Source: an optimization exercise on an open RTL-to-GDS flow (aim: small area, a short achievable clock period and few clock cycles). Production flows keep margins and buffers that such runs may drop.
Only simulation tests tie the RTL to the original design; equivalence was not proved.
Power is estimated from default activity; no workload was simulated.

==> design/flow/design.v <==
module asmemu_cpu (
    input  wire        clk,
    input  wire        rst,
    output reg         mem_req,
    output reg         mem_we,
    output reg  [15:0] mem_addr,
    output reg  [7:0]  mem_wdata,
    input  wire        mem_ready,
    input  wire [7:0]  mem_rdata,
    output reg         out_valid,
    output reg  [7:0]  out_data,
    output wire        halted,
    output wire        faulted,
    output wire [2:0]  fault_code,
    input  wire [3:0]  dbg_sel,
    output reg  [15:0] dbg_data
);
    localparam [3:0] E_IDLE = 4'd0,    
                     E_GO   = 4'd1,    
                     E_RD0  = 4'd2,    
                     E_RD0W = 4'd3,    
                     E_RD1  = 4'd4,    
                     E_RD1W = 4'd5,    
                     E_ALU  = 4'd6,    
                     E_WR0  = 4'd7,    
                     E_WR1  = 4'd8,    
                     E_MULI = 4'd9,    
                     E_DIVI = 4'd10,   
                     E_STR  = 4'd11,   
                     E_HALT = 4'd14,
                     E_FAULT= 4'd15;
    localparam [2:0] FLT_IP   = 3'd1,
                     FLT_MEM  = 3'd2,
                     FLT_DIV0 = 3'd3,
                     FLT_DOVF = 3'd4,
                     FLT_OPC  = 3'd5;
    localparam [3:0] F_N = 4'd0, F_RR = 4'd1, F_RI = 4'd2, F_RM = 4'd3,
                     F_RX = 4'd4, F_MI = 4'd5, F_XI = 4'd6, F_R = 4'd7,
                     F_M = 4'd8, F_X = 4'd9, F_J8 = 4'd10, F_J16 = 4'd11,
                     F_I8 = 4'd12, F_BAD = 4'd15;
    localparam [3:0] K_MOV = 4'd0, K_ADD = 4'd1, K_SUB = 4'd2, K_CMP = 4'd3,
                     K_AND = 4'd4, K_OR = 4'd5, K_XOR = 4'd6, K_INC = 4'd7,
                     K_DEC = 4'd8, K_NOT = 4'd9, K_MUL = 4'd10, K_DIV = 4'd11,
                     K_JCC = 4'd12, K_JMP = 4'd13, K_LOOP = 4'd14, K_SYS = 4'd15;
    localparam [2:0] QDEPTH = 3'd4;
    reg [15:0] regs [0:7];      
    reg [15:0] ip;              
    reg        cf, zf, sf;
    reg [3:0]  estate;
    reg [2:0]  fcode;
    reg [16:0] fp;              
    reg        infl;            
    reg [7:0]  q0, q1, q2, q3;
    reg [2:0]  qcnt;
    reg [16:0] cursor;          
    reg [2:0]  gcnt;            
    reg [2:0]  glen;            
    reg [7:0]  opc, b1, b2, b3;
    reg [17:0] ea;              
    reg [15:0] mdata;           
    reg [7:0]  wbuf;            
    reg [3:0]  icnt;            
    reg        spend;           
    assign halted     = (estate == E_HALT);
    assign faulted    = (estate == E_FAULT);
    assign fault_code = fcode;
    wire running = (estate != E_HALT) && (estate != E_FAULT);
    function automatic [3:0] op_fmt(input [7:0] op);
        case (op)
            8'h90, 8'hC3, 8'hF4:                                    op_fmt = F_N;
            8'h0A, 8'h10, 8'h20, 8'h22, 8'h30, 8'h32, 8'h38:        op_fmt = F_RR;
            8'h0B, 8'h11, 8'h21, 8'h23, 8'h31, 8'h33, 8'h39:        op_fmt = F_RI;
            8'h0C, 8'h24, 8'h26, 8'h34, 8'h36, 8'h3A, 8'h89, 8'h8B: op_fmt = F_RM;
            8'h0D, 8'h25, 8'h27, 8'h35, 8'h37, 8'h3B, 8'h88, 8'h8A: op_fmt = F_RX;
            8'hC6:                                                  op_fmt = F_MI;
            8'hC7:                                                  op_fmt = F_XI;
            8'h40, 8'h41, 8'hF6, 8'hF7, 8'hF8:                      op_fmt = F_R;
            8'hA4, 8'hA6, 8'hA8, 8'hAA, 8'hAC:                      op_fmt = F_M;
            8'hA5, 8'hA7, 8'hA9, 8'hAB, 8'hAD:                      op_fmt = F_X;
            8'h72, 8'h73, 8'h74, 8'h75, 8'h76, 8'h77,
            8'h7C, 8'h7D, 8'h7E, 8'h7F, 8'hE2:                      op_fmt = F_J8;
            8'hE9:                                                  op_fmt = F_J16;
            8'hCD:                                                  op_fmt = F_I8;
            default:                                                op_fmt = F_BAD;
        endcase
    endfunction
    function automatic [2:0] fmt_len(input [3:0] f);
        case (f)
            F_RR, F_R, F_J8, F_I8:       fmt_len = 3'd2;
            F_M, F_J16:                  fmt_len = 3'd3;
            F_RI, F_RM, F_MI, F_X:       fmt_len = 3'd4;
            F_RX, F_XI:                  fmt_len = 3'd5;
            default:                     fmt_len = 3'd1;
        endcase
    endfunction
    reg [3:0] kind;
    always @* begin
        case (opc)
            8'h0A, 8'h0B, 8'h0C, 8'h0D:                     kind = K_OR;
            8'h10, 8'h11, 8'h88, 8'h89, 8'h8A, 8'h8B,
            8'hC6, 8'hC7:                                   kind = K_MOV;
            8'h20, 8'h21, 8'h24, 8'h25:                     kind = K_ADD;
            8'h22, 8'h23, 8'h26, 8'h27:                     kind = K_AND;
            8'h30, 8'h31, 8'h34, 8'h35:                     kind = K_SUB;
            8'h32, 8'h33, 8'h36, 8'h37:                     kind = K_XOR;
            8'h38, 8'h39, 8'h3A, 8'h3B:                     kind = K_CMP;
            8'h40, 8'hA4, 8'hA5:                            kind = K_INC;
            8'h41, 8'hA6, 8'hA7:                            kind = K_DEC;
            8'hF8, 8'hA8, 8'hA9:                            kind = K_NOT;
            8'hF6, 8'hAA, 8'hAB:                            kind = K_MUL;
            8'hF7, 8'hAC, 8'hAD:                            kind = K_DIV;
            8'h72, 8'h73, 8'h74, 8'h75, 8'h76, 8'h77,
            8'h7C, 8'h7D, 8'h7E, 8'h7F:                     kind = K_JCC;
            8'hE9:                                          kind = K_JMP;
            8'hE2:                                          kind = K_LOOP;
            default:                                        kind = K_SYS;
        endcase
    end
    wire [3:0] fmt     = op_fmt(opc);
    wire       d_store = (opc == 8'h88) || (opc == 8'h89) || (opc == 8'hC6) || (opc == 8'hC7);
    wire       is_mem  = (fmt == F_RM) || (fmt == F_RX) || (fmt == F_MI) ||
                         (fmt == F_XI) || (fmt == F_M)  || (fmt == F_X);
    wire       regop   = (fmt == F_RR) || (fmt == F_RI) || (fmt == F_RM) ||
                         (fmt == F_RX) || (fmt == F_R);
    wire [3:0] rid     = (fmt == F_RR) ? b1[7:4] : b1[3:0];
    wire [3:0] sid     = b1[3:0];
    wire       w16     = regop & rid[3];
    wire       mem_two = ((fmt == F_RM) || (fmt == F_RX)) && rid[3];
    wire       rmw     = ((fmt == F_M) || (fmt == F_X)) &&
                         ((kind == K_INC) || (kind == K_DEC) || (kind == K_NOT));
    reg        badid;
    always @* begin
        case (fmt)
            F_RI, F_RM, F_R, F_XI, F_X: badid = (b1[7:4] != 4'd0);
            F_RX:                       badid = (b1[7:4] != 4'd0) || (b2[7:4] != 4'd0);
            default:                    badid = 1'b0;
        endcase
    end
    wire       oob     = ea[16] || (mem_two && (ea[15:0] == 16'hFFFF));
    wire       at_end  = cursor[16];
    wire       next_bad = ea[17] || ea[16];
    function automatic [15:0] rread(input [3:0] id,
                                    input [15:0] r0, input [15:0] r1,
                                    input [15:0] r2, input [15:0] r3,
                                    input [15:0] r4, input [15:0] r5,
                                    input [15:0] r6, input [15:0] r7);
        reg [15:0] w;
        begin
            case (id[2:0])
                3'd0: w = r0; 3'd1: w = r1; 3'd2: w = r2; 3'd3: w = r3;
                3'd4: w = r4; 3'd5: w = r5; 3'd6: w = r6; default: w = r7;
            endcase
            if (id[3])
                rread = w;
            else begin
                case (id[1:0])
                    2'd0: w = r0; 2'd1: w = r1; 2'd2: w = r2; default: w = r3;
                endcase
                rread = id[2] ? {8'd0, w[15:8]} : {8'd0, w[7:0]};
            end
        end
    endfunction
    wire [15:0] r_ax = regs[0];
    wire [15:0] r_cx = regs[1];
    wire [15:0] r_dx = regs[2];
    wire [15:0] xr = rread(rid, regs[0], regs[1], regs[2], regs[3],
                           regs[4], regs[5], regs[6], regs[7]);
    wire [15:0] xs = rread(sid, regs[0], regs[1], regs[2], regs[3],
                           regs[4], regs[5], regs[6], regs[7]);
    wire [3:0]  xid = (fmt == F_RX) ? b2[3:0] : b1[3:0];
    wire [15:0] xi = rread(xid, regs[0], regs[1], regs[2], regs[3],
                           regs[4], regs[5], regs[6], regs[7]);
    wire        alu_rmw = (estate == E_ALU) && rmw;
    wire        aw16    = w16 && !alu_rmw;
    wire [15:0] amask   = aw16 ? 16'hFFFF : 16'h00FF;
    wire [15:0] a_val   = (alu_rmw ? mdata : xr) & amask;
    reg  [15:0] b_src;
    always @* begin
        if ((kind == K_INC) || (kind == K_DEC))
            b_src = 16'd1;
        else if (estate == E_ALU)
            b_src = mdata;
        else if (fmt == F_RR)
            b_src = xs;
        else
            b_src = {b3, b2};
    end
    wire [15:0] b_val  = b_src & amask;
    wire        a_sub  = (kind == K_SUB) || (kind == K_CMP) || (kind == K_DEC);
    wire [16:0] a_sum  = {1'b0, a_val} + ({1'b0, b_val} ^ {17{a_sub}}) + {16'd0, a_sub};
    reg  [15:0] alu_r;
    always @* begin
        case (kind)
            K_MOV:   alu_r = b_val;
            K_AND:   alu_r = a_val & b_val;
            K_OR:    alu_r = a_val | b_val;
            K_XOR:   alu_r = a_val ^ b_val;
            K_NOT:   alu_r = ~a_val;
            default: alu_r = a_sum[15:0];
        endcase
    end
    wire [15:0] alu_res = alu_r & amask;
    wire        alu_logic = (kind == K_AND) || (kind == K_OR) || (kind == K_XOR);
    wire        alu_cf  = !alu_logic && (aw16 ? a_sum[16] : a_sum[8]);
    wire        alu_zf  = (alu_res == 16'd0);
    wire        alu_sf  = aw16 ? alu_res[15] : alu_res[7];
    wire        alu_flags = (kind != K_MOV) && (kind != K_NOT);
    wire        alu_wreg  = (kind != K_CMP);
    wire [15:0] md_h   = w16 ? r_dx : {8'd0, r_ax[15:8]};
    wire        md_l0  = r_ax[0];
    wire [16:0] mul_s  = {1'b0, md_h} + (md_l0 ? {1'b0, mdata} : 17'd0);
    reg  [15:0] mul_ax, mul_dx;
    always @* begin
        if (w16) begin
            mul_dx = mul_s[16:1];
            mul_ax = {mul_s[0], r_ax[15:1]};
        end else begin
            mul_dx = r_dx;
            mul_ax = {mul_s[8:1], mul_s[0], r_ax[7:1]};
        end
    end
    wire mul_cf = w16 ? (mul_dx != 16'd0) : (mul_ax[15:8] != 8'd0);
    wire mul_zf = w16 ? (mul_ax == 16'd0) : (mul_ax[7:0] == 8'd0);
    wire mul_sf = w16 ? mul_ax[15] : mul_ax[7];
    wire        dq_top = w16 ? r_ax[15] : r_ax[7];
    wire [16:0] div_t  = {md_h, dq_top} - {1'b0, mdata};
    wire        div_take = !div_t[16];
    wire [15:0] div_r  = div_take ? div_t[15:0] : {md_h[14:0], dq_top};
    reg  [15:0] div_ax, div_dx;
    always @* begin
        if (w16) begin
            div_dx = div_r;
            div_ax = {r_ax[14:0], div_take};
        end else begin
            div_dx = r_dx;
            div_ax = {div_r[7:0], r_ax[6:0], div_take};
        end
    end
    reg jcc_take;
    always @* begin
        case (opc[3:0])
            4'h4:    jcc_take = zf;
            4'h5:    jcc_take = !zf;
            4'hC:    jcc_take = sf;
            4'hE:    jcc_take = zf || sf;
            4'hF:    jcc_take = !zf && !sf;
            4'hD:    jcc_take = !sf;
            4'h2:    jcc_take = cf;
            4'h3:    jcc_take = !cf;
            4'h6:    jcc_take = cf || zf;
            default: jcc_take = !cf && !zf;    
        endcase
    end
    wire j_take = (kind == K_JMP) || ((kind == K_JCC) && jcc_take) ||
                  ((kind == K_LOOP) && (r_cx != 16'd1));
    wire is_jump = (fmt == F_J8) || (fmt == F_J16);
    wire go_fault_pre = (fmt == F_BAD) || badid || (is_mem && oob);
    wire [15:0] st_data = (fmt == F_MI || fmt == F_XI) ? {8'd0, b3} : xr;
    wire [15:0] wdist = ea[15:0] - cursor[15:0];
    wire        wr_hit = (wdist[15:3] == 13'd0);
    reg        e_bus;       
    reg        e_req;
    reg        e_we;
    reg [7:0]  e_wd;
    always @* begin
        e_bus = 1'b0;
        e_req = 1'b0;
        e_we  = 1'b0;
        e_wd  = 8'd0;
        case (estate)
            E_GO: if (is_mem) begin
                e_bus = 1'b1;
                if (d_store) begin
                    e_req = !go_fault_pre && !at_end;
                    e_we  = 1'b1;
                    e_wd  = st_data[7:0];
                end else begin
                    e_req = 1'b1;
                end
            end
            E_RD0: begin e_bus = 1'b1; e_req = 1'b1; end
            E_RD0W: if (mem_two) begin e_bus = 1'b1; e_req = 1'b1; end
            E_RD1: begin e_bus = 1'b1; e_req = 1'b1; end
            E_WR0: begin
                e_bus = 1'b1; e_req = 1'b1; e_we = 1'b1;
                e_wd  = rmw ? wbuf : st_data[7:0];
            end
            E_WR1: begin
                e_bus = 1'b1; e_req = 1'b1; e_we = 1'b1;
                e_wd  = st_data[15:8];
            end
            E_STR: begin e_bus = 1'b1; e_req = !ea[16]; end
            default: ;
        endcase
    end
    wire e_acc = e_req && mem_ready;
    wire redir = (estate == E_GO) && is_jump && j_take && !next_bad;
    wire [2:0]  qocc   = qcnt + {2'd0, infl};
    wire        f_req  = running && !e_bus &&
                         (redir || (!fp[16] && (qocc < QDEPTH)));
    wire        f_acc  = f_req && mem_ready;
    wire [15:0] maddr  = (e_bus || redir) ? ea[15:0] : fp[15:0];
    wire [16:0] minc   = {1'b0, maddr} + 17'd1;
    always @* begin
        mem_req   = e_req || f_req;
        mem_we    = e_we;
        mem_addr  = maddr;
        mem_wdata = e_wd;
    end
    wire        hv = (qcnt != 3'd0) || infl;
    wire [7:0]  hb = (qcnt != 3'd0) ? q0 : mem_rdata;
    wire [2:0]  hlen = fmt_len(op_fmt(hb));
    wire        g_last = (gcnt == 3'd0) ? (hlen == 3'd1) : (gcnt + 3'd1 == glen);
    reg e_final;
    always @* begin
        e_final = 1'b0;
        case (estate)
            E_IDLE: e_final = 1'b1;
            E_GO: begin
                if (go_fault_pre || at_end)
                    e_final = 1'b0;
                else if (is_mem)
                    e_final = d_store && !mem_two && mem_ready && !wr_hit;
                else if (is_jump)
                    e_final = !j_take;
                else if (fmt == F_N)
                    e_final = (opc != 8'hF4);
                else if (fmt == F_I8)
                    e_final = !((b1 == 8'h21) && (r_ax[15:8] == 8'h09));
                else
                    e_final = !((kind == K_MUL) || (kind == K_DIV));
            end
            E_ALU:  e_final = !rmw;
            E_WR0:  e_final = !mem_two && mem_ready && !wr_hit;
            E_WR1:  e_final = mem_ready && !wr_hit;
            E_STR:  e_final = spend && (mem_rdata == 8'h24);
            default: e_final = 1'b0;
        endcase
    end
    wire g_fault = (estate == E_IDLE) && (gcnt != 3'd0) && cursor[16];
    wire g_take  = hv && e_final && running;
    wire [8:0]  ea_lo  = {1'b0, hb} + {1'b0, xi[7:0]};
    wire [8:0]  ea_hi  = {1'b0, hb} + {1'b0, xi[15:8]} + {8'd0, ea[8]};
    wire [15:0] disp   = (fmt == F_J16) ? {hb, b1} : {{8{hb[7]}}, hb};
    wire [17:0] tgt    = {1'b0, cursor} + {{2{disp[15]}}, disp} + 18'd1;
    always @* begin
        case (dbg_sel)
            4'd0, 4'd1, 4'd2, 4'd3, 4'd4, 4'd5, 4'd6, 4'd7:
                     dbg_data = regs[dbg_sel[2:0]];
            4'd8:    dbg_data = ip;
            4'd9:    dbg_data = {13'd0, sf, zf, cf};
            default: dbg_data = 16'd0;
        endcase
    end
    reg        outv;
    reg [7:0]  outd;
    always @* begin
        out_valid = outv;
        out_data  = outd;
    end
    task automatic write_id(input [3:0] id, input [15:0] v);
        begin
            if (id[3])
                regs[id[2:0]] <= v;
            else if (id[2])
                regs[{1'b0, id[1:0]}][15:8] <= v[7:0];
            else
                regs[{1'b0, id[1:0]}][7:0] <= v[7:0];
        end
    endtask
    reg        flush;
    reg [16:0] flush_to;
    integer i;
    always @(posedge clk) begin
        if (rst) begin
            for (i = 0; i < 8; i = i + 1)
                regs[i] <= 16'd0;
            regs[4] <= 16'hFFFE;
            ip     <= 16'h0100;
            cursor <= 17'h00100;
            fp     <= 17'h00100;
            infl   <= 1'b0;
            qcnt   <= 3'd0;
            gcnt   <= 3'd0;
            cf     <= 1'b0;
            zf     <= 1'b0;
            sf     <= 1'b0;
            fcode  <= 3'd0;
            estate <= E_IDLE;
            outv   <= 1'b0;
            spend  <= 1'b0;
        end else begin
            outv  <= 1'b0;
            flush = 1'b0;
            flush_to = cursor;
            case (estate)
                E_IDLE: begin
                    if (g_fault) begin
                        fcode  <= FLT_IP;
                        estate <= E_FAULT;
                    end
                end
                E_GO: begin
                    if (fmt == F_BAD || badid) begin
                        fcode  <= FLT_OPC;
                        estate <= E_FAULT;
                    end else if (is_mem && oob) begin
                        fcode  <= FLT_MEM;
                        estate <= E_FAULT;
                    end else if (at_end && (kind != K_DIV) && !is_jump) begin
                        fcode  <= FLT_IP;
                        estate <= E_FAULT;
                    end else if (is_mem) begin
                        if (d_store) begin
                            if (mem_ready) begin
                                if (mem_two) begin
                                    ea[15:0] <= minc[15:0];
                                    estate   <= E_WR1;
                                end else begin
                                    estate <= E_IDLE;
                                end
                                if (wr_hit) begin
                                    flush = 1'b1;
                                    estate <= mem_two ? E_WR1 : E_IDLE;
                                end
                            end else begin
                                estate <= E_WR0;
                            end
                        end else begin
                            if (mem_ready) begin
                                if (mem_two) ea[15:0] <= minc[15:0];
                                estate <= E_RD0W;
                            end else begin
                                estate <= E_RD0;
                            end
                        end
                    end else if (is_jump) begin
                        if (j_take && next_bad) begin
                            fcode  <= FLT_IP;
                            estate <= E_FAULT;
                        end else if (!j_take && at_end) begin
                            fcode  <= FLT_IP;
                            estate <= E_FAULT;
                        end else begin
                            if (kind == K_LOOP)
                                regs[1] <= r_cx - 16'd1;
                            if (j_take) begin
                                flush    = 1'b1;
                                flush_to = ea[16:0];
                            end
                            estate <= E_IDLE;
                        end
                    end else if (fmt == F_N) begin
                        if (opc == 8'hF4) begin
                            ip     <= cursor[15:0];
                            estate <= E_HALT;
                        end else
                            estate <= E_IDLE;
                    end else if (fmt == F_I8) begin
                        estate <= E_IDLE;
                        if (b1 == 8'h21 && r_ax[15:8] == 8'h02) begin
                            outv <= 1'b1;
                            outd <= r_dx[7:0];
                        end else if (b1 == 8'h21 && r_ax[15:8] == 8'h09) begin
                            ea     <= {2'b00, r_dx};
                            spend  <= 1'b0;
                            estate <= E_STR;
                        end
                    end else if (kind == K_MUL) begin
                        mdata <= xr;
                        if (w16) regs[2] <= 16'd0;
                        else     regs[0][15:8] <= 8'd0;
                        icnt   <= w16 ? 4'd15 : 4'd7;
                        estate <= E_MULI;
                    end else if (kind == K_DIV) begin
                        if (xr == 16'd0) begin
                            fcode  <= FLT_DIV0;
                            ip     <= cursor[15:0];
                            estate <= E_FAULT;
                        end else if (md_h >= xr) begin
                            fcode  <= FLT_DOVF;
                            ip     <= cursor[15:0];
                            estate <= E_FAULT;
                        end else if (at_end) begin
                            fcode  <= FLT_IP;
                            estate <= E_FAULT;
                        end else begin
                            mdata  <= xr;
                            icnt   <= w16 ? 4'd15 : 4'd7;
                            estate <= E_DIVI;
                        end
                    end else begin
                        if (alu_flags) begin
                            cf <= alu_cf;
                            zf <= alu_zf;
                            sf <= alu_sf;
                        end
                        if (alu_wreg)
                            write_id(rid, alu_res);
                        estate <= E_IDLE;
                    end
                end
                E_RD0: begin
                    if (mem_ready) begin
                        if (mem_two) ea[15:0] <= minc[15:0];
                        estate <= E_RD0W;
                    end
                end
                E_RD0W: begin
                    mdata <= {8'd0, mem_rdata};
                    if (mem_two) begin
                        estate <= mem_ready ? E_RD1W : E_RD1;
                    end else if (kind == K_MUL) begin
                        regs[0][15:8] <= 8'd0;
                        icnt   <= 4'd7;
                        estate <= E_MULI;
                    end else if (kind == K_DIV) begin
                        if (mem_rdata == 8'd0) begin
                            fcode  <= FLT_DIV0;
                            ip     <= cursor[15:0];
                            estate <= E_FAULT;
                        end else if (r_ax[15:8] >= mem_rdata) begin
                            fcode  <= FLT_DOVF;
                            ip     <= cursor[15:0];
                            estate <= E_FAULT;
                        end else if (at_end) begin
                            fcode  <= FLT_IP;
                            estate <= E_FAULT;
                        end else begin
                            icnt   <= 4'd7;
                            estate <= E_DIVI;
                        end
                    end else begin
                        estate <= E_ALU;
                    end
                end
                E_RD1: begin
                    if (mem_ready)
                        estate <= E_RD1W;
                end
                E_RD1W: begin
                    mdata[15:8] <= mem_rdata;
                    estate <= E_ALU;
                end
                E_ALU: begin
                    if (alu_flags) begin
                        cf <= alu_cf;
                        zf <= alu_zf;
                        sf <= alu_sf;
                    end
                    if (rmw) begin
                        wbuf   <= alu_res[7:0];
                        estate <= E_WR0;
                    end else begin
                        if (alu_wreg)
                            write_id(rid, alu_res);
                        estate <= E_IDLE;
                    end
                end
                E_WR0: begin
                    if (mem_ready) begin
                        if (mem_two) begin
                            ea[15:0] <= minc[15:0];
                            estate   <= E_WR1;
                        end else
                            estate <= E_IDLE;
                        if (wr_hit) flush = 1'b1;
                    end
                end
                E_WR1: begin
                    if (mem_ready) begin
                        estate <= E_IDLE;
                        if (wr_hit) flush = 1'b1;
                    end
                end
                E_MULI: begin
                    regs[0] <= mul_ax;
                    regs[2] <= mul_dx;
                    icnt    <= icnt - 4'd1;
                    if (icnt == 4'd0) begin
                        cf <= mul_cf;
                        zf <= mul_zf;
                        sf <= mul_sf;
                        estate <= E_IDLE;
                    end
                end
                E_DIVI: begin
                    regs[0] <= div_ax;
                    regs[2] <= div_dx;
                    icnt    <= icnt - 4'd1;
                    if (icnt == 4'd0)
                        estate <= E_IDLE;
                end
                E_STR: begin
                    if (spend) begin
                        if (mem_rdata == 8'h24) begin
                            estate <= E_IDLE;
                        end else begin
                            outv <= 1'b1;
                            outd <= mem_rdata;
                        end
                    end
                    if (!(spend && mem_rdata == 8'h24)) begin
                        if (e_acc) begin
                            ea[16:0] <= minc;
                            spend    <= 1'b1;
                        end else begin
                            spend <= 1'b0;
                            if (ea[16] && !spend) begin
                                fcode  <= FLT_MEM;
                                estate <= E_FAULT;
                            end
                        end
                    end
                end
                default: ;    
            endcase
            if (g_take) begin
                cursor <= cursor + 17'd1;
                if (gcnt == 3'd0) begin
                    opc  <= hb;
                    glen <= hlen;
                    ip   <= cursor[15:0];
                end else begin
                    case (gcnt)
                        3'd1: b1 <= hb;
                        3'd2: b2 <= hb;
                        default: b3 <= hb;
                    endcase
                    case (fmt)
                        F_RM: if (gcnt == 3'd3) ea <= {2'b00, hb, b2};
                        F_M, F_MI: if (gcnt == 3'd2) ea <= {2'b00, hb, b1};
                        F_RX: begin
                            if (gcnt == 3'd3) ea[8:0]  <= ea_lo;
                            if (gcnt == 3'd4) ea[17:8] <= {1'b0, ea_hi};
                        end
                        F_X, F_XI: begin
                            if (gcnt == 3'd2) ea[8:0]  <= ea_lo;
                            if (gcnt == 3'd3) ea[17:8] <= {1'b0, ea_hi};
                        end
                        F_J8: ea <= tgt;
                        F_J16: if (gcnt == 3'd2) ea <= tgt;
                        default: ;
                    endcase
                end
                if (g_last) begin
                    gcnt   <= 3'd0;
                    estate <= E_GO;
                end else begin
                    gcnt <= gcnt + 3'd1;
                end
            end
            if (flush) begin
                qcnt   <= 3'd0;
                cursor <= flush_to;
                infl   <= f_acc;
                fp     <= f_acc ? minc : flush_to;
            end else begin
                if (g_take && qcnt != 3'd0) begin
                    q0 <= q1; q1 <= q2; q2 <= q3;
                end
                if (infl && !(g_take && qcnt == 3'd0)) begin
                    case (qcnt - {2'd0, g_take})
                        3'd0: q0 <= mem_rdata;
                        3'd1: q1 <= mem_rdata;
                        3'd2: q2 <= mem_rdata;
                        default: q3 <= mem_rdata;
                    endcase
                end
                qcnt <= qcnt - {2'd0, g_take && qcnt != 3'd0}
                             + {2'd0, infl && !(g_take && qcnt == 3'd0)};
                infl <= f_acc;
                if (f_acc) fp <= minc;
            end
        end
    end
endmodule
==> design/flow/run.sh <==
#!/bin/bash
# synth_recipe.tcl (not shown) runs the flow's synth.tcl, then flattens the netlist and writes it again
# the make line also repeats each setting of config.mk as NAME=value (left out here)
make -C /OpenROAD-flow-scripts/flow DESIGN_CONFIG=/design/flow/config.mk WORK_HOME=/design/flow/orfs CLKGATE_MAP_FILE= SYNTH_SCRIPT=/design/flow/synth_recipe.tcl finish
==> design/flow/config.mk <==
export PLATFORM = sky130hd
export DESIGN_NAME = asmemu_cpu
export DESIGN_NICKNAME = asmemu_cpu
export VERILOG_FILES = /design/flow/design.v
export SDC_FILE = /design/flow/constraint.sdc
export NUM_CORES = 4
export LEC_CHECK = 0
export CAP_MARGIN = 20
export CORE_MARGIN = 2
export CORE_UTILIZATION = 30
export PLACE_DENSITY = 0.5
export SLEW_MARGIN = 20
==> design/flow/constraint.sdc <==
create_clock -name core_clock -period 14.0 [get_ports {clk}]
set_input_delay 2.8000 -clock core_clock [delete_from_list [all_inputs] [get_ports {clk}]]
set_output_delay 2.8000 -clock core_clock [all_outputs]
set_load 0.01 [all_outputs]
==> results of run 1 <==
-- per-layer routing --
metal | routed length (um) | vias to the layer above | part of all wire, %
met2 | 73100 | 2388 | 42
met4 | 12700 | 6 | 7.3
met3 | 19700 | 538 | 11
met5 | 33 | - | 0.019
met1 | 68800 | 17500 | 39
li1 | - | 16000 | -
-- power groups by stage --
stage	combinational, mW	clock, mW	sequential (mW)
floorplan	2.88	0	1.36
global placement	4.24	0	1.53
detailed placement	4.23	0	1.53
CTS	4.25	1.24	1.51
global route	4.66	1.27	1.53
finish	4.36	1.23	1.53
-- sequential cells by signal, summed over array words and instances (netlist names), 8 cells and up --
signal  flops
regs      128
ea         18
cursor     17
fp         17
ip         16
mdata      16
b1          8
b2          8
b3          8
opc         8
outd        8
q0          8
q1          8
q2          8
q3          8
wbuf        8
-- path summary, 6_finish.rpt --
| check | end | cells after the start |
|---|---|---|
| hold reg to reg | ip[7]$_SDFF_PP0_ | 2 |
| hold / removal | ip[7]$_SDFF_PP0_ | 2 |
| setup / recovery | mem_wdata[5] | 13 |
| setup reg to reg | regs[2][14]$_DFFE_PP_ | 22 |
-- synth_stat cells, types with 14 or more instances --
cell type | n | area share (%)
nand2_1 | 525 | 5.8
nor2_1 | 455 | 5.0
a21oi_1 | 334 | 4.9
o21ai_0 | 303 | 4.5
edfxtp_1 | 249 | 22
clkbuf_1 | 234 | 2.6
ha_1 | 198 | 7.3
mux2i_1 | 189 | 5.6
inv_1 | 177 | 2.0
nand3_1 | 120 | 1.8
nor3_1 | 96 | 1.4
o22ai_1 | 89 | 1.6
xnor2_1 | 84 | 2.2
a31oi_1 | 78 | 1.4
dfxtp_1 | 77 | 4.5
a211oi_1 | 55 | 1.2
nand2b_1 | 54 | 0.99
mux4_2 | 52 | 3.4
o221ai_1 | 50 | 1.3
and3_1 | 47 | 0.86
a21o_1 | 46 | 1.0
nor2b_1 | 44 | 0.81
and2_1 | 41 | 0.75
buf_2 | 41 | 0.60
xor2_1 | 39 | 1.0
o211ai_1 | 38 | 0.84
nor4_1 | 36 | 0.66
a22oi_1 | 34 | 0.75
a221oi_1 | 30 | 0.77
mux2_2 | 30 | 0.99
nand4_1 | 23 | 0.42
a311oi_1 | 21 | 0.54
or2_2 | 20 | 0.37
a2111oi_0 | 18 | 0.46
nor3b_1 | 17 | 0.37
o31ai_1 | 16 | 0.35
o21ai_1 | 15 | 0.22
o21a_1 | 14 | 0.31
-- logic make-up (layout without fill, tap and decap cells) --
kind of cell               count (synthesis)  in the layout  synth area share (%)
and+or+nand+nor                         1550           1550                  21.1
AOI/OAI and AO/OA                       1335           1335                  25.5
buffers and inverters                    485            468                  5.71
muxes                                    277            277                  10.3
xor gates and xnor gates                 123            123                  3.17
DFF                                      326            326                  26.5
other                                      0              2                     0
adders and majority gates                207            207                  7.78
-- final cells by class --
type / count / area (um2) / share of cell area [%]
multi-input cells: 3492 / 23200 / 61.0
flip-flops and latches: 326 / 9020 / 23.7
well taps: 1500 / 1880 / 4.93
repair buffers: 206 / 1710 / 4.48
clock buffers: 48 / 1090 / 2.88
inverters: 185 / 697 / 1.83
clock inverters: 29 / 435 / 1.14
diodes: 2 / 5.00 / 0.0131
-- worst register-to-register path, cell delays in order (launching register included) --
cell and delay [ns]:
dfxtp_1 0.56, nor4b_4 0.38, buf_4 0.45, mux2i_4 0.33
buf_4 0.41, mux2i_1 0.19, o21ai_0 0.29, a21boi_0 0.14
o22ai_1 0.95, inv_1 0.36, a21oi_1 0.58, ha_1 0.41
o21a_1 0.21, o31ai_1 0.14, a21oi_1 0.22, a221o_1 0.36
a21o_1 0.19, a21oi_1 0.25, xnor2_1 0.12, o221ai_1 0.23
a21oi_1 0.12, inv_1 0.38, o221ai_1 0.21
-- through the flow --
| step | utilization, % | hold slack, ns |
|---|---|---|
| after global placement | 32.5 | 0.527 |
| after floorplan | - | 0.458 |
| final | 33.8 | 0.549 |
| after global routing | 33.8 | 0.570 |
| after detailed placement | 32.5 | 0.532 |
| after CTS | 33.8 | 0.546 |
==> out/results.txt, run 1 <==
fin worst setup slack -> 4.97 ns
Reg power frac -> 21.5%
DP Area -> 36500 um2
# hold bufs at CTS -> 0
Peak VDD IR -> 0.122 mV
vias per cell -> 6.29
clk_skew -> 0.0602 ns
Pleak -> 14.2 nW
top_reg_cell synth -> edfxtp_1
total wire length -> 174000 um
Worst Setup SP -> fmt[2]$_DFF_P_
met2 GRT Util -> 42.9%
global-route wire length before repair -> 247000 um
Seq cells post-synth -> 326
max cap viols -> 0
Max stage delay cell, worst path -> o22ai_1
post-cts resize count -> 0
max_slew headroom -> 18.1%
largest net degree at the start of global routing -> 69
combinational fraction of design power -> 61.3%
Die H -> 341 um
Critical path buffers and inverters -> 4
startpoint types -> flop
critical path class -> flop to output pin
initial antenna violation count -> 11
gr ovfl total -> 0
Async SR Flop Fraction -> 0%
Critical R2R Launch -> fmt[2]$_DFF_P_
Root Driver -> clkbuf_16
library cells used by synthesis -> 116
Hold Crit Start -> ip[7]$_SDFF_PP0_
CTS sink cnt -> 326
nets -> 4475
Power Density -> 187 nW/um2
most frequent cells in the layout -> nand2_1 (525), nor2_1 (449), a21oi_1 (333), o21ai_0 (302), edfxtp_1 (249)
Routed WL per cell -> 30.1 um
total setup buffers inserted after CTS -> 0
commonest non-fill, non-tap cell in the layout -> nand2_1
maximum clock rate -> 0.111 GHz
# IOs -> 71
met1 Use GR -> 38.0%
RSZ-0062 raised after global routing -> no
clk slew on worst S/H paths -> 0.06 ns
share of layout cells above drive strength 1 -> 9.31%
Die Span X -> 341 um
Placer Congestion -> 1.04
clock network power share -> 17.3%
CP Cell Sequence -> nor4b_4 -> buf_4 -> mux2i_4 -> buf_4 -> mux2i_1 -> o21ai_0 -> a21boi_0 -> o22ai_1 -> inv_1 -> a21oi_1 -> mux2i_1 -> o221ai_1 -> clkdlybuf4s50_1
Period minus WS final -> 9.03 ns
# rows -> 123
DRT iter0 DRCs -> 5555
GR peak layer -> met2
Layout area overhead -> 11.9%
measured slew at the worst slew-check pin -> 1.23 ns
worst stage delay on the critical path -> 0.95 ns
cells after synthesis -> 4303
GRT Total Usage -> 28.8%
switch share -> 51.4%
Final Max Slew Viols -> 0
syn_nets -> 4524
hpwl dp -> 130000 um
DRC -> 0
Non-Filler Instances -> 5788
Final TNS setup -> 0 ns
critical path required time -> 11.20 ns
# H-tree levels -> 2
Mean Syn Cell Area -> 7.91 um2
vias in the first global route -> 33500
Pwr Total -> 7.12 mW
Worst-Skew Late Latency -> 0.64 ns
register area share after synthesis -> 26.5%
outcome -> timing/DRC/antenna clean
crit path max fanout -> 28
Post-Place Cells -> 5709
CTS tree -> done
Hold Path Class -> flop to flop
Design Area, Final -> 38100 um2
setup slack at placement -> 5.53 ns
Crit path max-delay family -> compound AO/OA/AOI/OAI gates
Period Utilization, post-route -> 64.5%
r2r setup slk -> 6.26 ns
GRT met3 Usage -> 6.31%
number of synthesized flops with an enable pin -> 249
DR vias -> 36400
port bufs -> 70
Core ar. -> 112000 um2
sw power -> 3.66 mW
synthesized cell area -> 34000 um2
critical path endpoint category -> output pin
fillers -> 11800
number of detailed-route iterations in the first pass -> 6
Power Internal -> 3.47 mW
Initial Util -> 30.3%
Worst EP arrival -> 6.23 ns
Ys Warns -> 1
Final setup viols -> 0
TritonCTS buffer count -> 43
Hold Fails Final Rpt -> 0
Longest Clk Path Bufs -> 3
die area -> 116000 um2
antenna-violating nets left -> 0
Testbench counts, summed over its fixed seeds: cycles 128,286.
==> inputs of run 2 (changes only) <==
--- a/design/flow/design.v
+++ b/design/flow/design.v
@@ -43,6 +43,6 @@
                      K_DEC = 4'd8, K_NOT = 4'd9, K_MUL = 4'd10, K_DIV = 4'd11,
                      K_JCC = 4'd12, K_JMP = 4'd13, K_LOOP = 4'd14, K_SYS = 4'd15;
-    localparam [2:0] QDEPTH = 3'd4;
-    reg [15:0] regs [0:7];      
+    localparam [1:0] QDEPTH = 2'd2;
+    reg [127:0] rf;             
     reg [15:0] ip;              
     reg        cf, zf, sf;
@@ -51,10 +51,12 @@
     reg [16:0] fp;              
     reg        infl;            
-    reg [7:0]  q0, q1, q2, q3;
-    reg [2:0]  qcnt;
+    reg [7:0]  q0, q1;
+    reg [1:0]  qcnt;
     reg [16:0] cursor;          
     reg [2:0]  gcnt;            
     reg [2:0]  glen;            
     reg [7:0]  opc, b1, b2, b3;
+    reg [3:0]  rid;             
+    reg [3:0]  xid;             
     reg [17:0] ea;              
     reg [15:0] mdata;           
@@ -66,63 +68,77 @@
     assign fault_code = fcode;
     wire running = (estate != E_HALT) && (estate != E_FAULT);
-    function automatic [3:0] op_fmt(input [7:0] op);
-        case (op)
-            8'h90, 8'hC3, 8'hF4:                                    op_fmt = F_N;
-            8'h0A, 8'h10, 8'h20, 8'h22, 8'h30, 8'h32, 8'h38:        op_fmt = F_RR;
-            8'h0B, 8'h11, 8'h21, 8'h23, 8'h31, 8'h33, 8'h39:        op_fmt = F_RI;
-            8'h0C, 8'h24, 8'h26, 8'h34, 8'h36, 8'h3A, 8'h89, 8'h8B: op_fmt = F_RM;
-            8'h0D, 8'h25, 8'h27, 8'h35, 8'h37, 8'h3B, 8'h88, 8'h8A: op_fmt = F_RX;
-            8'hC6:                                                  op_fmt = F_MI;
-            8'hC7:                                                  op_fmt = F_XI;
-            8'h40, 8'h41, 8'hF6, 8'hF7, 8'hF8:                      op_fmt = F_R;
-            8'hA4, 8'hA6, 8'hA8, 8'hAA, 8'hAC:                      op_fmt = F_M;
-            8'hA5, 8'hA7, 8'hA9, 8'hAB, 8'hAD:                      op_fmt = F_X;
-            8'h72, 8'h73, 8'h74, 8'h75, 8'h76, 8'h77,
-            8'h7C, 8'h7D, 8'h7E, 8'h7F, 8'hE2:                      op_fmt = F_J8;
-            8'hE9:                                                  op_fmt = F_J16;
-            8'hCD:                                                  op_fmt = F_I8;
-            default:                                                op_fmt = F_BAD;
-        endcase
+    function automatic [3:0] op_fmt(input [7:0] o);
+        reg rr, ri, rm, rx, r1, m1, x1, j8, n1;
+        begin
+            rr = (o == 8'h0A) | (o == 8'h10) | (o == 8'h20) | (o == 8'h22) |
+                 (o == 8'h30) | (o == 8'h32) | (o == 8'h38);
+            ri = (o == 8'h0B) | (o == 8'h11) | (o == 8'h21) | (o == 8'h23) |
+                 (o == 8'h31) | (o == 8'h33) | (o == 8'h39);
+            rm = (o == 8'h0C) | (o == 8'h24) | (o == 8'h26) | (o == 8'h34) |
+                 (o == 8'h36) | (o == 8'h3A) | (o == 8'h89) | (o == 8'h8B);
+            rx = (o == 8'h0D) | (o == 8'h25) | (o == 8'h27) | (o == 8'h35) |
+                 (o == 8'h37) | (o == 8'h3B) | (o == 8'h88) | (o == 8'h8A);
+            r1 = (o == 8'h40) | (o == 8'h41) | (o == 8'hF6) | (o == 8'hF7) | (o == 8'hF8);
+            m1 = (o == 8'hA4) | (o == 8'hA6) | (o == 8'hA8) | (o == 8'hAA) | (o == 8'hAC);
+            x1 = (o == 8'hA5) | (o == 8'hA7) | (o == 8'hA9) | (o == 8'hAB) | (o == 8'hAD);
+            j8 = ((o[7:4] == 4'h7) && ((o[3:1] == 3'd1) || (o[3:2] == 2'd1) || (o[3:2] == 2'd3))) |
+                 (o == 8'hE2);
+            n1 = (o == 8'h90) | (o == 8'hC3) | (o == 8'hF4);
+            if (rr)               op_fmt = F_RR;
+            else if (ri)          op_fmt = F_RI;
+            else if (rm)          op_fmt = F_RM;
+            else if (rx)          op_fmt = F_RX;
+            else if (o == 8'hC6)  op_fmt = F_MI;
+            else if (o == 8'hC7)  op_fmt = F_XI;
+            else if (r1)          op_fmt = F_R;
+            else if (m1)          op_fmt = F_M;
+            else if (x1)          op_fmt = F_X;
+            else if (j8)          op_fmt = F_J8;
+            else if (o == 8'hE9)  op_fmt = F_J16;
+            else if (o == 8'hCD)  op_fmt = F_I8;
+            else if (n1)          op_fmt = F_N;
+            else                  op_fmt = F_BAD;
+        end
     endfunction
     function automatic [2:0] fmt_len(input [3:0] f);
-        case (f)
-            F_RR, F_R, F_J8, F_I8:       fmt_len = 3'd2;
-            F_M, F_J16:                  fmt_len = 3'd3;
-            F_RI, F_RM, F_MI, F_X:       fmt_len = 3'd4;
-            F_RX, F_XI:                  fmt_len = 3'd5;
-            default:                     fmt_len = 3'd1;
-        endcase
+        if ((f == F_RR) || (f == F_R) || (f == F_J8) || (f == F_I8))
+            fmt_len = 3'd2;
+        else if ((f == F_M) || (f == F_J16))
+            fmt_len = 3'd3;
+        else if ((f == F_RI) || (f == F_RM) || (f == F_MI) || (f == F_X))
+            fmt_len = 3'd4;
+        else if ((f == F_RX) || (f == F_XI))
+            fmt_len = 3'd5;
+        else
+            fmt_len = 3'd1;
     endfunction
-    reg [3:0] kind;
-    always @* begin
-        case (opc)
-            8'h0A, 8'h0B, 8'h0C, 8'h0D:                     kind = K_OR;
-            8'h10, 8'h11, 8'h88, 8'h89, 8'h8A, 8'h8B,
-            8'hC6, 8'hC7:                                   kind = K_MOV;
-            8'h20, 8'h21, 8'h24, 8'h25:                     kind = K_ADD;
-            8'h22, 8'h23, 8'h26, 8'h27:                     kind = K_AND;
-            8'h30, 8'h31, 8'h34, 8'h35:                     kind = K_SUB;
-            8'h32, 8'h33, 8'h36, 8'h37:                     kind = K_XOR;
-            8'h38, 8'h39, 8'h3A, 8'h3B:                     kind = K_CMP;
-            8'h40, 8'hA4, 8'hA5:                            kind = K_INC;
-            8'h41, 8'hA6, 8'hA7:                            kind = K_DEC;
-            8'hF8, 8'hA8, 8'hA9:                            kind = K_NOT;
-            8'hF6, 8'hAA, 8'hAB:                            kind = K_MUL;
-            8'hF7, 8'hAC, 8'hAD:                            kind = K_DIV;
-            8'h72, 8'h73, 8'h74, 8'h75, 8'h76, 8'h77,
-            8'h7C, 8'h7D, 8'h7E, 8'h7F:                     kind = K_JCC;
-            8'hE9:                                          kind = K_JMP;
-            8'hE2:                                          kind = K_LOOP;
-            default:                                        kind = K_SYS;
-        endcase
-    end
-    wire [3:0] fmt     = op_fmt(opc);
-    wire       d_store = (opc == 8'h88) || (opc == 8'h89) || (opc == 8'hC6) || (opc == 8'hC7);
+    function automatic [3:0] op_kind(input [7:0] o);
+        begin
+            if (o[7:2] == 6'b000010)                                 op_kind = K_OR;    
+            else if (o[7:2] == 6'b000011)                            op_kind = K_OR;    
+            else if ((o[7:1] == 7'b0001000) || (o[7:2] == 6'b100010) ||
+                     (o[7:1] == 7'b1100011))                         op_kind = K_MOV;   
+            else if (o[7:4] == 4'h2)                                 op_kind = o[1] ? K_AND : K_ADD;
+            else if ((o[7:4] == 4'h3) && o[3])                       op_kind = K_CMP;
+            else if (o[7:4] == 4'h3)                                 op_kind = o[1] ? K_XOR : K_SUB;
+            else if ((o == 8'h40) || (o[7:1] == 7'b1010010))         op_kind = K_INC;   
+            else if ((o == 8'h41) || (o[7:1] == 7'b1010011))         op_kind = K_DEC;   
+            else if ((o == 8'hF8) || (o[7:1] == 7'b1010100))         op_kind = K_NOT;   
+            else if ((o == 8'hF6) || (o[7:1] == 7'b1010101))         op_kind = K_MUL;   
+            else if ((o == 8'hF7) || (o[7:1] == 7'b1010110))         op_kind = K_DIV;   
+            else if (o[7:4] == 4'h7)                                 op_kind = K_JCC;
+            else if (o == 8'hE9)                                     op_kind = K_JMP;
+            else if (o == 8'hE2)                                     op_kind = K_LOOP;
+            else                                                     op_kind = K_SYS;
+        end
+    endfunction
+    reg  [3:0] fmt;             
+    reg  [3:0] kind;            
+    reg        d_store;         
+    reg        d_hlt;
     wire       is_mem  = (fmt == F_RM) || (fmt == F_RX) || (fmt == F_MI) ||
                          (fmt == F_XI) || (fmt == F_M)  || (fmt == F_X);
     wire       regop   = (fmt == F_RR) || (fmt == F_RI) || (fmt == F_RM) ||
                          (fmt == F_RX) || (fmt == F_R);
-    wire [3:0] rid     = (fmt == F_RR) ? b1[7:4] : b1[3:0];
-    wire [3:0] sid     = b1[3:0];
     wire       w16     = regop & rid[3];
     wire       mem_two = ((fmt == F_RM) || (fmt == F_RX)) && rid[3];
@@ -140,35 +156,32 @@
     wire       at_end  = cursor[16];
     wire       next_bad = ea[17] || ea[16];
-    function automatic [15:0] rread(input [3:0] id,
-                                    input [15:0] r0, input [15:0] r1,
-                                    input [15:0] r2, input [15:0] r3,
-                                    input [15:0] r4, input [15:0] r5,
-                                    input [15:0] r6, input [15:0] r7);
+    function automatic [15:0] rsel(input [2:0] n, input [127:0] r);
+        case (n)
+            3'd0: rsel = r[15:0];
+            3'd1: rsel = r[31:16];
+            3'd2: rsel = r[47:32];
+            3'd3: rsel = r[63:48];
+            3'd4: rsel = r[79:64];
+            3'd5: rsel = r[95:80];
+            3'd6: rsel = r[111:96];
+            default: rsel = r[127:112];
+        endcase
+    endfunction
+    function automatic [15:0] rread(input [3:0] id, input [127:0] r);
         reg [15:0] w;
         begin
-            case (id[2:0])
-                3'd0: w = r0; 3'd1: w = r1; 3'd2: w = r2; 3'd3: w = r3;
-                3'd4: w = r4; 3'd5: w = r5; 3'd6: w = r6; default: w = r7;
-            endcase
+            w = rsel(id[3] ? id[2:0] : {1'b0, id[1:0]}, r);
             if (id[3])
                 rread = w;
-            else begin
-                case (id[1:0])
-                    2'd0: w = r0; 2'd1: w = r1; 2'd2: w = r2; default: w = r3;
-                endcase
+            else
                 rread = id[2] ? {8'd0, w[15:8]} : {8'd0, w[7:0]};
-            end
         end
     endfunction
-    wire [15:0] r_ax = regs[0];
-    wire [15:0] r_cx = regs[1];
-    wire [15:0] r_dx = regs[2];
-    wire [15:0] xr = rread(rid, regs[0], regs[1], regs[2], regs[3],
-                           regs[4], regs[5], regs[6], regs[7]);
-    wire [15:0] xs = rread(sid, regs[0], regs[1], regs[2], regs[3],
-                           regs[4], regs[5], regs[6], regs[7]);
-    wire [3:0]  xid = (fmt == F_RX) ? b2[3:0] : b1[3:0];
-    wire [15:0] xi = rread(xid, regs[0], regs[1], regs[2], regs[3],
-                           regs[4], regs[5], regs[6], regs[7]);
+    wire [15:0] r_ax = rf[15:0];
+    wire [15:0] r_cx = rf[31:16];
+    wire [15:0] r_dx = rf[47:32];
+    wire [15:0] xr = rread(rid, rf);
+    wire [15:0] xi = rread(xid, rf);
+    wire [15:0] xs = xi;
     wire        alu_rmw = (estate == E_ALU) && rmw;
     wire        aw16    = w16 && !alu_rmw;
@@ -257,6 +270,5 @@
     wire go_fault_pre = (fmt == F_BAD) || badid || (is_mem && oob);
     wire [15:0] st_data = (fmt == F_MI || fmt == F_XI) ? {8'd0, b3} : xr;
-    wire [15:0] wdist = ea[15:0] - cursor[15:0];
-    wire        wr_hit = (wdist[15:3] == 13'd0);
+    wire        wr_hit = (ea[15:3] == cursor[15:3]) || (ea[15:3] == fp[15:3]);
     reg        e_bus;       
     reg        e_req;
@@ -296,5 +308,5 @@
     wire e_acc = e_req && mem_ready;
     wire redir = (estate == E_GO) && is_jump && j_take && !next_bad;
-    wire [2:0]  qocc   = qcnt + {2'd0, infl};
+    wire [1:0]  qocc   = qcnt + {1'b0, infl};
     wire        f_req  = running && !e_bus &&
                          (redir || (!fp[16] && (qocc < QDEPTH)));
@@ -308,6 +320,6 @@
         mem_wdata = e_wd;
     end
-    wire        hv = (qcnt != 3'd0) || infl;
-    wire [7:0]  hb = (qcnt != 3'd0) ? q0 : mem_rdata;
+    wire        hv = (qcnt != 2'd0) || infl;
+    wire [7:0]  hb = (qcnt != 2'd0) ? q0 : mem_rdata;
     wire [2:0]  hlen = fmt_len(op_fmt(hb));
     wire        g_last = (gcnt == 3'd0) ? (hlen == 3'd1) : (gcnt + 3'd1 == glen);
@@ -325,5 +337,5 @@
                     e_final = !j_take;
                 else if (fmt == F_N)
-                    e_final = (opc != 8'hF4);
+                    e_final = !d_hlt;
                 else if (fmt == F_I8)
                     e_final = !((b1 == 8'h21) && (r_ax[15:8] == 8'h09));
@@ -347,5 +359,5 @@
         case (dbg_sel)
             4'd0, 4'd1, 4'd2, 4'd3, 4'd4, 4'd5, 4'd6, 4'd7:
-                     dbg_data = regs[dbg_sel[2:0]];
+                     dbg_data = rsel(dbg_sel[2:0], rf);
             4'd8:    dbg_data = ip;
             4'd9:    dbg_data = {13'd0, sf, zf, cf};
@@ -359,12 +371,14 @@
         out_data  = outd;
     end
+    reg        rw_en;
+    reg [3:0]  rw_id;
+    reg [15:0] rw_val;
+    reg        md_en;
+    reg [15:0] md_ax, md_dx;
     task automatic write_id(input [3:0] id, input [15:0] v);
         begin
-            if (id[3])
-                regs[id[2:0]] <= v;
-            else if (id[2])
-                regs[{1'b0, id[1:0]}][15:8] <= v[7:0];
-            else
-                regs[{1'b0, id[1:0]}][7:0] <= v[7:0];
+            rw_en  = 1'b1;
+            rw_id  = id;
+            rw_val = v;
         end
     endtask
@@ -373,8 +387,12 @@
     integer i;
     always @(posedge clk) begin
+        rw_en  = 1'b0;
+        rw_id  = 4'd0;
+        rw_val = 16'd0;
+        md_en  = 1'b0;
+        md_ax  = 16'd0;
+        md_dx  = 16'd0;
         if (rst) begin
-            for (i = 0; i < 8; i = i + 1)
-                regs[i] <= 16'd0;
-            regs[4] <= 16'hFFFE;
+            rf <= {48'd0, 16'hFFFE, 64'd0};
             ip     <= 16'h0100;
             cursor <= 17'h00100;
@@ -444,5 +462,5 @@
                         end else begin
                             if (kind == K_LOOP)
-                                regs[1] <= r_cx - 16'd1;
+                                write_id(4'd9, r_cx - 16'd1);
                             if (j_take) begin
                                 flush    = 1'b1;
@@ -452,5 +470,5 @@
                         end
                     end else if (fmt == F_N) begin
-                        if (opc == 8'hF4) begin
+                        if (d_hlt) begin
                             ip     <= cursor[15:0];
                             estate <= E_HALT;
@@ -469,6 +487,5 @@
                     end else if (kind == K_MUL) begin
                         mdata <= xr;
-                        if (w16) regs[2] <= 16'd0;
-                        else     regs[0][15:8] <= 8'd0;
+                        write_id(w16 ? 4'd10 : 4'd4, 16'd0);
                         icnt   <= w16 ? 4'd15 : 4'd7;
                         estate <= E_MULI;
@@ -512,5 +529,5 @@
                         estate <= mem_ready ? E_RD1W : E_RD1;
                     end else if (kind == K_MUL) begin
-                        regs[0][15:8] <= 8'd0;
+                        write_id(4'd4, 16'd0);
                         icnt   <= 4'd7;
                         estate <= E_MULI;
@@ -575,6 +592,7 @@
                 end
                 E_MULI: begin
-                    regs[0] <= mul_ax;
-                    regs[2] <= mul_dx;
+                    md_en = 1'b1;
+                    md_ax = mul_ax;
+                    md_dx = mul_dx;
                     icnt    <= icnt - 4'd1;
                     if (icnt == 4'd0) begin
@@ -586,6 +604,7 @@
                 end
                 E_DIVI: begin
-                    regs[0] <= div_ax;
-                    regs[2] <= div_dx;
+                    md_en = 1'b1;
+                    md_ax = div_ax;
+                    md_dx = div_dx;
                     icnt    <= icnt - 4'd1;
                     if (icnt == 4'd0)
@@ -620,4 +639,8 @@
                 if (gcnt == 3'd0) begin
                     opc  <= hb;
+                    fmt  <= op_fmt(hb);
+                    kind <= op_kind(hb);
+                    d_store <= (hb == 8'h88) || (hb == 8'h89) || (hb == 8'hC6) || (hb == 8'hC7);
+                    d_hlt   <= (hb == 8'hF4);
                     glen <= hlen;
                     ip   <= cursor[15:0];
@@ -628,4 +651,10 @@
                         default: b3 <= hb;
                     endcase
+                    if (gcnt == 3'd1) begin
+                        rid <= (fmt == F_RR) ? hb[7:4] : hb[3:0];
+                        xid <= hb[3:0];
+                    end
+                    if (gcnt == 3'd2 && fmt == F_RX)
+                        xid <= hb[3:0];
                     case (fmt)
                         F_RM: if (gcnt == 3'd3) ea <= {2'b00, hb, b2};
@@ -652,25 +681,32 @@
             end
             if (flush) begin
-                qcnt   <= 3'd0;
+                qcnt   <= 2'd0;
                 cursor <= flush_to;
                 infl   <= f_acc;
                 fp     <= f_acc ? minc : flush_to;
             end else begin
-                if (g_take && qcnt != 3'd0) begin
-                    q0 <= q1; q1 <= q2; q2 <= q3;
-                end
-                if (infl && !(g_take && qcnt == 3'd0)) begin
-                    case (qcnt - {2'd0, g_take})
-                        3'd0: q0 <= mem_rdata;
-                        3'd1: q1 <= mem_rdata;
-                        3'd2: q2 <= mem_rdata;
-                        default: q3 <= mem_rdata;
-                    endcase
+                if (g_take && qcnt != 2'd0)
+                    q0 <= q1;
+                if (infl && !(g_take && qcnt == 2'd0)) begin
+                    if (qcnt - {1'b0, g_take} == 2'd0)
+                        q0 <= mem_rdata;
+                    else
+                        q1 <= mem_rdata;
                 end
-                qcnt <= qcnt - {2'd0, g_take && qcnt != 3'd0}
-                             + {2'd0, infl && !(g_take && qcnt == 3'd0)};
+                qcnt <= qcnt - {1'b0, g_take && qcnt != 2'd0}
+                             + {1'b0, infl && !(g_take && qcnt == 2'd0)};
                 infl <= f_acc;
                 if (f_acc) fp <= minc;
             end
+            for (i = 0; i < 8; i = i + 1) begin
+                if (rw_en && (rw_id[3] ? (rw_id[2:0] == i) : (!rw_id[2] && rw_id[1:0] == i)))
+                    rf[i*16 +: 8] <= rw_val[7:0];
+                if (rw_en && (rw_id[3] ? (rw_id[2:0] == i) : (rw_id[2] && rw_id[1:0] == i)))
+                    rf[i*16+8 +: 8] <= rw_id[3] ? rw_val[15:8] : rw_val[7:0];
+            end
+            if (md_en) begin
+                rf[15:0]  <= md_ax;
+                rf[47:32] <= md_dx;
+            end
         end
     end
==> out/results.txt, run 2 <==
Final Max Slew Viols -> 0 (unchanged)
Placer Congestion -> 1.03 (-0.11%)
vias in the first global route -> 29600 (-12%)
GRT met3 Usage -> 6.08% (-0.23 points)
Period Utilization, post-route -> 60.6% (-3.9 points)
Post-Place Cells -> 5130 (-10%)
# H-tree levels -> 2 (unchanged)
Routed WL per cell -> 29.6 um (-1.7%)
crit path max fanout -> 50 (+79%)
critical path endpoint category -> output pin
Die Span X -> 322 um (-5.7%)
antenna-violating nets left -> 0 (unchanged)
cells after synthesis -> 3934 (-8.6%)
die area -> 103000 um2 (-11%)
biggest regs -> rf x128, ea x18
gr ovfl total -> 0 (unchanged)
syn_nets -> 4105 (-9.3%)
# IOs -> 71 (unchanged)
Yosys top cell by area -> dfxtp_1
DRC -> 0 (unchanged)
max_slew headroom -> 18.7% (+0.64 points)
Mean Syn Cell Area -> 7.69 um2 (-2.8%)
# hold bufs at CTS -> 0 (unchanged)
max cap viols -> 0 (unchanged)
vias per cell -> 6.29 (about the same)
top_reg_cell synth -> dfxtp_1
number of detailed-route iterations in the first pass -> 9 (+3)
measured slew at the worst slew-check pin -> 1.21 ns (-0.0170 ns)
TritonCTS buffer count -> 44 (+2.3%)
Worst EP arrival -> 5.69 ns (-0.54 ns)
Seq cells post-synth -> 315 (-3.4%)
total wire length -> 154000 um (-11%)
# rows -> 116 (-5.7%)
Async SR Flop Fraction -> 0% (unchanged)
Die H -> 322 um (-5.7%)
nets -> 4049 (-9.5%)
hpwl dp -> 118000 um (-9.6%)
critical path required time -> 11.20 ns (about the same)
Peak VDD IR -> 0.0898 mV (-26%)
initial antenna violation count -> 3 (-8)
DR vias -> 32800 (-9.9%)
Core ar. -> 100000 um2 (-11%)
Area contributors post-synth -> dfxtp_1 (13%), edfxtp_1 (12%), ha_1 (6.2%), nor2_1 (6.1%), a21oi_1 (4.4%)
met1 Use GR -> 40.7% (+2.7 points)
startpoint types -> primary input
Pleak -> 12.9 nW (-8.5%)
Synth top area share -> 13.0% (-9.0 points)
Initial Util -> 30.2% (about the same)
commonest non-fill, non-tap cell in the layout -> nor2_1
Synth top cells by count -> nor2_1 (494), nand2_1 (349), a21oi_1 (268), o21ai_0 (259), dfxtp_1 (196)
largest net degree at the start of global routing -> 66 (-4.3%)
Longest Clk Path Bufs -> 3 (unchanged)
Worst-Skew Late Latency -> 0.63 ns (about the same)
Hold Path Class -> flop to flop
Final setup viols -> 0 (unchanged)
post-cts resize count -> 0 (unchanged)
register area share after synthesis -> 24.8% (-1.7 points)
Top reg by flops -> rf
synthesized cell area -> 30300 um2 (-11%)
Final TNS setup -> 0 ns (unchanged)
most frequent cells in the layout -> nor2_1 (488), nand2_1 (349), a21oi_1 (267), o21ai_0 (258), dfxtp_1 (196)
clk_skew -> 0.0279 ns (-0.0322 ns)
RSZ-0062 raised after global routing -> no
max FFs per register -> 128 (unchanged)
top-count cell post-synth -> nor2_1
Non-Filler Instances -> 5216 (-9.9%)
DRT iter0 DRCs -> 4576 (-18%)
Hold Fails Final Rpt -> 0 (unchanged)
library cells used by synthesis -> 115 (-0.86%)
met2 GRT Util -> 41.8% (-1.1 points)
share of layout cells above drive strength 1 -> 9.17% (-0.14 points)
critical path class -> primary input to output pin
Period minus WS final -> 8.49 ns (-0.549 ns)
CTS tree -> done
GRT Total Usage -> 28.9% (+0.089 points)
global-route wire length before repair -> 220000 um (-11%)
total setup buffers inserted after CTS -> 0 (unchanged)
GR peak layer -> met2
outcome -> timing/DRC/antenna clean
Power Density -> 168 nW/um2 (-10%)
Pwr Total -> 5.70 mW (-20%)
Root Driver -> clkbuf_16
Layout area overhead -> 12.0%
number of synthesized flops with an enable pin -> 119 (-52%)
port bufs -> 70 (unchanged)
Ys Warns -> 1 (unchanged)
clk slew on worst S/H paths -> 0.06 ns (about the same)
maximum clock rate -> 0.118 GHz (+6.5%)
CTS sink cnt -> 315 (-3.4%)
-- run 2: cell types whose count changed in the layout (fill, tap and decap cells not counted), sizes merged, moves of 42 or more --
cell	change
nand2	-174
edfxtp	-130
dfxtp	+119
mux2i	-74
a21oi	-70
a211oi	+68
ha	-49
o21ai	-48
nor2	+42
-- run 2: path summary, 6_finish.rpt --
path,cells after the start,slack [ns],to,start
worst min-delay path,2,0.51,ip[11]$_SDFF_PP0_,ip[11]$_SDFF_PP0_
worst max register to register,22,6.17,zf$_SDFFE_PP0P_,xid[3]$_DFFE_PP_
worst min register to register,2,0.51,ip[11]$_SDFF_PP0_,ip[11]$_SDFF_PP0_
worst max-delay path,7,5.51,dbg_data[14],dbg_sel[0]
-- run 2: worst max-delay path, stage by stage --
cell and delay [ns]:
buf_2 0.76, nand2b_1 0.49, o22ai_1 0.15, nand2_1 0.10
o21ai_0 0.10, o31ai_1 0.58, clkdlybuf4s50_1 0.67
-- run 2: cells by family (layout without fill, tap and decap cells) --
kind of cell / Yosys count / count (layout) / synth area share (%)
fa+ha+maj: 156 / 156 / 6.63
other cells: 0 / 4 / 0
compound gates: 1308 / 1308 / 29.5
flops: 315 / 315 / 24.8
xor+xnor: 141 / 141 / 4.08
simple gates: 1370 / 1370 / 21.3
mux: 196 / 196 / 7.68
buf+inv: 448 / 428 / 6.07
-- run 2: routing by layer --
layer | part of all wire (%) | vias to the layer above
met1 | 43 | 15900
met2 | 41 | 1963
li1 | - | 14600
met3 | 11 | 321
met5 | 0.037 | -
met4 | 5.1 | 8
-- run 2: final cells by class --
type                       count  area [um2]
antenna                        4        10.0
clock buffer                  56        1240
clock inverter                26         340
fill                       10500       66100
inverter                     161         604
multi-input combinational   3171       21000
sequential                   315        7500
tap                         1298        1620
timing repair buffer         185        1550
-- run 2: where the power goes --
part           switching (mW)  internal, mW  leakage [nW]
Combinational            2.01          1.05          9.51
Clock                   0.503         0.758         0.765
Sequential              0.253          1.12          2.67
Total                    2.77          2.93          12.9
-- run 2: through the flow --
| step | area [um2] | setup slack (ns) | hold slack (ns) | utilization, % |
|---|---|---|---|---|
| 4_1_cts | 33800 | 5.62 | 0.511 | 33.8 |
| 5_1_grt | 33900 | 5.48 | 0.543 | 33.9 |
| 3_5_place_dp | 32300 | 5.64 | 0.497 | 32.3 |
| 3_3_place_gp | 32300 | 5.64 | 0.495 | 32.3 |
| 6_report | 33900 | 5.51 | 0.507 | 33.9 |
| 2_1_floorplan | 30300 | 6.84 | 0.460 | - |
Testbench counts of run 2, summed over its fixed seeds: cycles 129,213.

[re-timing with driven ports]
No port has a modelled driver above. Below, the same layouts with a new extraction and two added sets of constraints.
Step 1 sets driving cells, clkbuf_16 on the clock port and buf_2 on the other inputs (assumed; they add their load-dependent delay and slew).
Step 2 moves the port delays by t, midway between the first and last clock arrival at a register: inputs arrive t later, outputs are due t later. That takes back most of the time a late clock gives input paths.
a / b / c = ideal / step 1 / step 2; a / b = the first two.
run | t, ns | slack for setup (ns) | worst setup path at the end | worst register clock-pin slew, ns | worst data-port slew with drivers (ns)
run 1 | 0.694 | 4.966 / 4.886 / 5.329 | input to register | 0.07 / 0.07 | 0.06
run 2 | 0.691 | 5.514 / 5.478 / 5.478 | input to output | 0.07 / 0.07 | 0.04
After both steps every run listed still meets setup and hold. The setup slack of run 2, which loses most, moves by -0.036 ns with the drivers and by -0.036 ns with both steps.
